What follows belongs to an exercise in optimizing a design on an open flow for small area, a short achievable clock period and few clock cycles; a production flow would make more cautious choices.
The RTL was checked by simulation tests, not by an equivalence proof against the original design.
Power is estimated from default activity; no workload was simulated.

===== config.mk =====
export PLATFORM = sky130hd
export DESIGN_NAME = crsf_rx_engine
export DESIGN_NICKNAME = crsf_rx_engine
export VERILOG_FILES = /design/flow/design.v
export SDC_FILE = /design/flow/constraint.sdc
export NUM_CORES = 4
export LEC_CHECK = 0
export CAP_MARGIN = 20
export CORE_MARGIN = 2
export CORE_UTILIZATION = 40
export SLEW_MARGIN = 20

===== constraint.sdc =====
create_clock -name core_clock -period 22.0 [get_ports {clk}]
set_input_delay 4.4000 -clock core_clock [delete_from_list [all_inputs] [get_ports {clk}]]
set_output_delay 4.4000 -clock core_clock [all_outputs]
set_load 0.01 [all_outputs]

===== design.v =====
module crsf_rx_engine (
    input  wire         clk,
    input  wire         rst,
    input  wire [31:0]  ms_now,
    input  wire         rx_valid,
    input  wire [7:0]   rx_data,
    input  wire         step_go,
    output wire         ready,
    output reg          step_done,
    output reg          ev_link_up,
    output reg          ev_link_down,
    output reg          ev_channels,
    output reg          link_up,
    output wire [6:0]   rx_count,
    output wire [175:0] channels,
    output reg  [31:0]  gps_lat,
    output reg  [31:0]  gps_lon,
    output reg  [15:0]  gps_speed,
    output reg  [15:0]  gps_heading,
    output reg  [15:0]  gps_alt,
    output reg  [7:0]   gps_sats,
    output reg          gps_valid,
    output reg  [15:0]  bat_voltage,
    output reg  [15:0]  bat_current,
    output reg  [23:0]  bat_capacity,
    output reg  [7:0]   bat_remaining,
    output reg          bat_valid,
    output reg  [79:0]  linkstat,
    output reg          linkstat_valid,
    output reg  [15:0]  att_pitch,
    output reg  [15:0]  att_roll,
    output reg  [15:0]  att_yaw,
    output reg          att_valid
);
    localparam [7:0] ADDR_FC       = 8'hC8;
    localparam [7:0] TYPE_RC       = 8'h16;
    localparam [7:0] TYPE_GPS      = 8'h02;
    localparam [7:0] TYPE_BATT     = 8'h08;
    localparam [7:0] TYPE_LINKSTAT = 8'h14;
    localparam [7:0] TYPE_ATT      = 8'h1E;
    localparam [31:0] PACKET_TIMEOUT_MS = 32'd100;
    localparam [31:0] LINK_TIMEOUT_MS   = 32'd120000;
    localparam [3:0] S_IDLE = 4'd0,
                     S_CHK  = 4'd1,
                     S_CRC  = 4'd2,
                     S_CMP  = 4'd3,
                     S_DISP = 4'd4,
                     S_RC   = 4'd5,
                     S_RCEV = 4'd6,
                     S_TMO  = 4'd7,
                     S_LDN  = 4'd8;
    function [7:0] crc8_byte;
        input [7:0] crc_in;
        input [7:0] b;
        integer k;
        reg [7:0] c;
        begin
            c = crc_in ^ b;
            for (k = 0; k < 8; k = k + 1)
                c = c[7] ? ((c << 1) ^ 8'hD5) : (c << 1);
            crc8_byte = c;
        end
    endfunction
    function [10:0] code2us;
        input [10:0] code;
        reg [10:0] c;
        reg [23:0] num;
        reg [23:0] q;
        begin
            if (code < 11'd191)
                c = 11'd191;
            else if (code > 11'd1792)
                c = 11'd1792;
            else
                c = code;
            num = 24'd2000 * {13'd0, c} + 24'd2821601;
            q = num / 24'd3202;
            code2us = q[10:0];
        end
    endfunction
    reg [3:0]   state;
    reg [7:0]   rxbuf [0:63];
    reg [5:0]   head;
    reg [6:0]   cnt;
    reg [31:0]  last_rx_ms;
    reg [31:0]  now_q;
    reg         flushing;
    reg [7:0]   len_q;
    reg [7:0]   addr_q;
    reg [7:0]   type_q;
    reg [6:0]   idx;
    reg [7:0]   crc;
    reg [175:0] pay;
    reg [3:0]   conv_i;
    reg [10:0]  ch [0:15];
    assign ready    = (state == S_IDLE);
    assign rx_count = cnt;
    genvar g;
    generate
        for (g = 0; g < 16; g = g + 1) begin : g_ch
            assign channels[11*g +: 11] = ch[g];
        end
    endgenerate
    wire [7:0]  byte_front = rxbuf[head];
    wire [7:0]  byte_len   = rxbuf[head + 6'd1];
    wire [7:0]  byte_idx   = rxbuf[head + idx[5:0]];
    wire [31:0] elapsed    = now_q - last_rx_ms;
    wire [7:0]  n_pay      = len_q - 8'd2;
    wire [10:0] conv_code  = pay[11*conv_i +: 11];
    function [7:0] pb;
        input [175:0] p;
        input integer k;
        begin
            pb = p[8*k +: 8];
        end
    endfunction
    integer i;
    always @(posedge clk) begin
        if (rst) begin
            state          <= S_IDLE;
            head           <= 6'd0;
            cnt            <= 7'd0;
            last_rx_ms     <= 32'd0;
            now_q          <= 32'd0;
            flushing       <= 1'b0;
            len_q          <= 8'd0;
            addr_q         <= 8'd0;
            type_q         <= 8'd0;
            idx            <= 7'd0;
            crc            <= 8'd0;
            pay            <= 176'd0;
            conv_i         <= 4'd0;
            for (i = 0; i < 16; i = i + 1)
                ch[i] <= 11'd1500;
            step_done      <= 1'b0;
            ev_link_up     <= 1'b0;
            ev_link_down   <= 1'b0;
            ev_channels    <= 1'b0;
            link_up        <= 1'b0;
            gps_lat        <= 32'd0;
            gps_lon        <= 32'd0;
            gps_speed      <= 16'd0;
            gps_heading    <= 16'd0;
            gps_alt        <= 16'd0;
            gps_sats       <= 8'd0;
            gps_valid      <= 1'b0;
            bat_voltage    <= 16'd0;
            bat_current    <= 16'd0;
            bat_capacity   <= 24'd0;
            bat_remaining  <= 8'd0;
            bat_valid      <= 1'b0;
            linkstat       <= 80'd0;
            linkstat_valid <= 1'b0;
            att_pitch      <= 16'd0;
            att_roll       <= 16'd0;
            att_yaw        <= 16'd0;
            att_valid      <= 1'b0;
        end else begin
            step_done    <= 1'b0;
            ev_link_up   <= 1'b0;
            ev_link_down <= 1'b0;
            ev_channels  <= 1'b0;
            case (state)
                S_IDLE: begin
                    if (rx_valid) begin
                        last_rx_ms <= ms_now;
                        if (cnt == 7'd64) begin
                            cnt <= 7'd0;
                        end else begin
                            rxbuf[head + cnt[5:0]] <= rx_data;
                            cnt <= cnt + 7'd1;
                        end
                    end else if (step_go) begin
                        now_q    <= ms_now;
                        flushing <= 1'b0;
                        state    <= S_CHK;
                    end
                end
                S_CHK: begin
                    if (cnt < 7'd2 || (byte_len >= 8'd3 && byte_len <= 8'd62 &&
                                       {1'b0, cnt} < byte_len + 8'd2)) begin
                        if (!flushing) begin
                            state <= S_TMO;
                        end else if (cnt != 7'd0) begin
                            head  <= head + 6'd1;
                            cnt   <= cnt - 7'd1;
                        end else begin
                            flushing <= 1'b0;
                            state    <= S_LDN;
                        end
                    end else if (byte_len < 8'd3 || byte_len > 8'd62) begin
                        head <= head + 6'd1;
                        cnt  <= cnt - 7'd1;
                    end else begin
                        len_q  <= byte_len;
                        addr_q <= byte_front;
                        crc    <= 8'd0;
                        idx    <= 7'd2;
                        state  <= S_CRC;
                    end
                end
                S_CRC: begin
                    crc <= crc8_byte(crc, byte_idx);
                    if (idx == 7'd2)
                        type_q <= byte_idx;
                    if (idx >= 7'd3 && idx < 7'd25)
                        pay[8*(idx - 7'd3) +: 8] <= byte_idx;
                    idx <= idx + 7'd1;
                    if (idx == len_q[6:0])
                        state <= S_CMP;
                end
                S_CMP: begin
                    if (byte_idx == crc) begin
                        state <= S_DISP;
                    end else begin
                        head  <= head + len_q[5:0] + 6'd2;
                        cnt   <= cnt - len_q[6:0] - 7'd2;
                        state <= S_CHK;
                    end
                end
                S_DISP: begin
                    head  <= head + len_q[5:0] + 6'd2;
                    cnt   <= cnt - len_q[6:0] - 7'd2;
                    state <= S_CHK;
                    if (addr_q == ADDR_FC) begin
                        case (type_q)
                            TYPE_RC: begin
                                if (n_pay >= 8'd22) begin
                                    conv_i <= 4'd0;
                                    state  <= S_RC;
                                end
                            end
                            TYPE_GPS: begin
                                if (n_pay >= 8'd15) begin
                                    gps_lat     <= {pb(pay, 0), pb(pay, 1), pb(pay, 2), pb(pay, 3)};
                                    gps_lon     <= {pb(pay, 4), pb(pay, 5), pb(pay, 6), pb(pay, 7)};
                                    gps_speed   <= {pb(pay, 8), pb(pay, 9)};
                                    gps_heading <= {pb(pay, 10), pb(pay, 11)};
                                    gps_alt     <= {pb(pay, 12), pb(pay, 13)};
                                    gps_sats    <= pb(pay, 14);
                                    gps_valid   <= 1'b1;
                                end
                            end
                            TYPE_BATT: begin
                                if (n_pay >= 8'd8) begin
                                    bat_voltage   <= {pb(pay, 0), pb(pay, 1)};
                                    bat_current   <= {pb(pay, 2), pb(pay, 3)};
                                    bat_capacity  <= {pb(pay, 4), pb(pay, 5), pb(pay, 6)};
                                    bat_remaining <= pb(pay, 7);
                                    bat_valid     <= 1'b1;
                                end
                            end
                            TYPE_LINKSTAT: begin
                                if (n_pay >= 8'd10) begin
                                    linkstat       <= pay[79:0];
                                    linkstat_valid <= 1'b1;
                                end
                            end
                            TYPE_ATT: begin
                                if (n_pay >= 8'd6) begin
                                    att_pitch <= {pb(pay, 0), pb(pay, 1)};
                                    att_roll  <= {pb(pay, 2), pb(pay, 3)};
                                    att_yaw   <= {pb(pay, 4), pb(pay, 5)};
                                    att_valid <= 1'b1;
                                end
                            end
                            default: ;
                        endcase
                    end
                end
                S_RC: begin
                    ch[conv_i] <= code2us(conv_code);
                    conv_i <= conv_i + 4'd1;
                    if (conv_i == 4'd15)
                        state <= S_RCEV;
                end
                S_RCEV: begin
                    ev_channels <= 1'b1;
                    ev_link_up  <= ~link_up;
                    link_up     <= 1'b1;
                    state       <= S_CHK;
                end
                S_TMO: begin
                    if (cnt != 7'd0 && elapsed > PACKET_TIMEOUT_MS) begin
                        flushing <= 1'b1;
                        head     <= head + 6'd1;
                        cnt      <= cnt - 7'd1;
                        state    <= S_CHK;
                    end else begin
                        state <= S_LDN;
                    end
                end
                S_LDN: begin
                    if (link_up && elapsed > LINK_TIMEOUT_MS) begin
                        link_up      <= 1'b0;
                        ev_link_down <= 1'b1;
                    end
                    step_done <= 1'b1;
                    state     <= S_IDLE;
                end
                default: state <= S_IDLE;
            endcase
        end
    end
endmodule

===== run.sh =====
#!/bin/bash
# synth_recipe.tcl (not shown) runs the flow's synth.tcl, then flattens the netlist and writes it again
# the make line also repeats each setting of config.mk as NAME=value (left out here)
make -C /OpenROAD-flow-scripts/flow DESIGN_CONFIG=/design/flow/config.mk WORK_HOME=/design/flow/orfs CLKGATE_MAP_FILE= SYNTH_SCRIPT=/design/flow/synth_recipe.tcl finish

==> results.yml <==
run_status:
  outcome: "timing/DRC/antenna clean"
synth:
  synth.avg_cell_area_sq_um: 11.7
  ys.flop_type: "edfxtp_1"
  ys_ff_latch: 1310
  synth_compound_area_share_pct: 8.71
  synthDominantCellAreaShare_pct: 29.8
  ys_seq_area_share_pct: 47.8
  syn_inst: 5895
  syn_area_sq_um: 69200
  yosys.area_share.simple_pct: 12.1
  yosysUniqueCellTypes: 131
  synthAdderAreaFrac_pct: 3.67
  synth_mux_area_share_pct: 22.3
  synth_edf_count: 688
  async_reset_ff_share_pct: 0
  synth_top_family_by_area: "multiplexers"
  yosysMostFrequentCell: "nand2_1"
  yosys.area_share.xor_xnor_pct: 2.42
  synth_warnings: 1
  synthTopCellsByCount: "nand2_1, edfxtp_1, nor2_1"
  synth_top_area_cell: "edfxtp_1"
  synth.area.top_cells: "edfxtp_1, dfxtp_1, mux4_2, nand2_1, mux2i_1"
  syn_nets: 6117
timing:
  final-max-slew-violation-count: 0
  finalCritPeriodShare_pct: 93.3
  max_freq_ghz: 0.0487
  worst_slew_pin_slew_ns: 1.20
  final.setup_skew_ns: 0.0515
  hold_violations: 0
  maxSlewHeadroom_pct: 19.9
  rsz0062_at_grt: "false"
  fin_tns_setup_ns: 0
  fin_crit_ns: 20.53
  finalSetupViolations: 0
routing:
  vias: 51346
  first_iter_violations: 5215
  viasPerCell: 5.86
  first_pass_iters: 6
  ant_nets: 0
  wl_um: 227000
  drc: 0
  wire_per_inst_um: 25.9
worst_setup_path:
  crit_path_frequent_cell: "inv_1"
  start_kind: "flop"
  cp_slowest_cell: "fa_1"
  r2r_slack_ns: 1.47
  critPathMaxFanout: 23
  required_ns: 22.53
  crit_type: "reg2reg"
  critPathMaxStageDelay_ns: 0.64
  worstPathArrival_ns: 21.06
  setup.worst_path.end_class: "flop"
clock_network:
  clkSinkCount: 1310
  cts_tree: "yes"
  cts_htree_levels: 4
  clk_path_buf_depth: 3
  cts_made_buffers: 146
  cts-root-buf: "clkbuf_16"
  clock_latency_ns: 0.80
  clk_pin_slew_worst_paths_ns: 0.06
  hold_buffers: 0
place:
  gp_congestion: 0.892
  dp_hpwl_um: 159000
  portBuffers: 548
  place_area_sq_um: 77100
hold_path:
  hp-class: "reg2reg"
power_and_ir_drop:
  total_leakage_power_nw: 28.4
  irDropWorstVdd_mv: 0.0989
  power.density_nw_per_um2: 93.1
floorplan:
  fp.coreArea_sq_um: 172000
  rows: 152
  die_h_um: 420
  die-area_sq_um: 176000
  ios: 549
  die_x_um: 420
  initial_core_util_pct: 40.3
finish:
  fin_nets: 6552
  drive_gt1_share_pct: 16.1
  area_delta_synth_final_pct: 18.9
  nFillCells: 15224
  fin_area_sq_um: 82300
global_routing:
  grt_max_degree: 229
  grt_pass1_vias: 49060
  grtUsageTotal_pct: 25.3
  grt_pass1_wl_um: 332000
  grt.overflow.total: 0
  grt_antenna_before_repair: 2
job:
  cap_violations: 0
==> through the flow <==
stage / cells / util, % / hold slack [ns] / power [mW] / worst slack (ns)
after global placement: 8488 / 44.9 / 0.435 / 5.14 / 0.919
after CTS: 8762 / 47.8 / 0.447 / 7.70 / 0.487
after floorplan: 5895 / - / 0.435 / 4.43 / 3.00
after global routing: 8763 / 47.9 / 0.465 / 7.97 / 0.0145
after detailed placement: 8491 / 44.9 / 0.438 / 5.15 / 0.513
final: 8764 / 47.9 / 0.452 / 7.67 / 1.47
==> worst paths after layout <==
| path | startpoint | end | cells past startpoint |
|---|---|---|---|
| max | conv_i[1] | ch[11][0] | 68 |
| min | att_valid | att_valid | 2 |
| max reg2reg | conv_i[1] | ch[11][0] | 68 |
| min reg2reg | att_valid | att_valid | 2 |
==> where the power goes <==
| part | switching (mW) | internal (mW) |
|---|---|---|
| Combinational | 1.35 | 1.07 |
| Sequential | 0.0664 | 2.63 |
| Clock | 1.06 | 1.49 |
==> cell usage in the layout (no fill, tap or decap), types with 48 or more instances in the layout <==
cell type and instances:
o21ai_0 77, mux4_2 539, inv_1 174, a21oi_1 404, buf_4 91, ha_1 137
mux2i_1 313, nor2_1 599, clkbuf_16 146, clkdlybuf4s50_1 539, nand2_1 866, xnor2_1 103
xor2_1 68, dfxtp_1 616, edfxtp_1 688, nand2b_1 48, nand3_1 62, nor3_1 53
==> flip-flops by register name, indices dropped and copies added (netlist names), 24 cells and up <==
name	cells
pay	176
gps_lat	32
linkstat	80
rxbuf	512
bat_capacity	24
now_q	32
last_rx_ms	32
ch	176
gps_lon	32
==> logic make-up after synthesis <==
family                     after synthesis
adders and majority gates              180
AOI/OAI and AO/OA                      911
xor gates and xnor gates               186
and+or+nand+nor                       1922
buffers and inverters                  524
muxes                                  862
DFF                                   1310
==> metal layers <==
layer,global-route usage (%),share of wire [%],up-vias
met2,41.6,49,2276
met1,32.5,39,25845
met3,4.83,7.9,404
li1,-,-,22819
met5,0,0.0053,-
met4,10.7,4.4,2
==> final cells by class <==
class / count / area, sq um / area share, %
clock buffer: 193 / 4050 / 4.92
timing repair buffer: 637 / 6200 / 7.53
multi-input combinational: 4061 / 34500 / 41.9
clock inverter: 78 / 943 / 1.15
sequential: 1310 / 33100 / 40.2
inverter: 174 / 653 / 0.793
tap: 2310 / 2890 / 3.51
antenna: 1 / 2.50 / 0.00304
==> critical path: cells and delay by family (launching register included) <==
kind / cells / cell delay [ns]
xor+xnor: 3 / 0.92
flops: 1 / 0.58
simple gates: 16 / 4.40
buf+inv: 8 / 1.30
compound gates: 30 / 8.66
mux: 4 / 1.36
fa+ha+maj: 7 / 2.96
==> timing repair <==
| item | 4_1_cts | 5_1_grt |
|---|---|---|
| resized for setup | 0 | 22 |
| endpoints found under the setup margin | 0 | 32 |
| setup buffers | 0 | 1 |
Testbench counts, summed over its fixed seeds: cycles 167,059.

-- static timing again, ports no longer ideal --
How much do the figures lean on ideal ports? The routed layout below was timed once more, with nothing changed but the port constraints.
Step 1: set_driving_cell puts a clkbuf_16 on clk and a buf_2 on each other input, an assumption about the parent block.
Step 2 also shifts input and output timing later by t, the mid clock arrival at the registers, as if the neighbouring blocks saw the same clock.
Three values: no drivers, after step 1, after step 2; two values: the first two.
shift t [ns]: 0.869
setup WS [ns]: 1.471 / 1.471 / 1.471
worst setup path at the end: register to register
latest minus earliest clock arrival (ns): 0.058 / 0.059
pins driven straight from the clock port: 1
After both steps setup and hold are still met in this run. For this run, drivers alone change the setup slack by 0.000 ns; drivers and shift together by 0.000 ns.
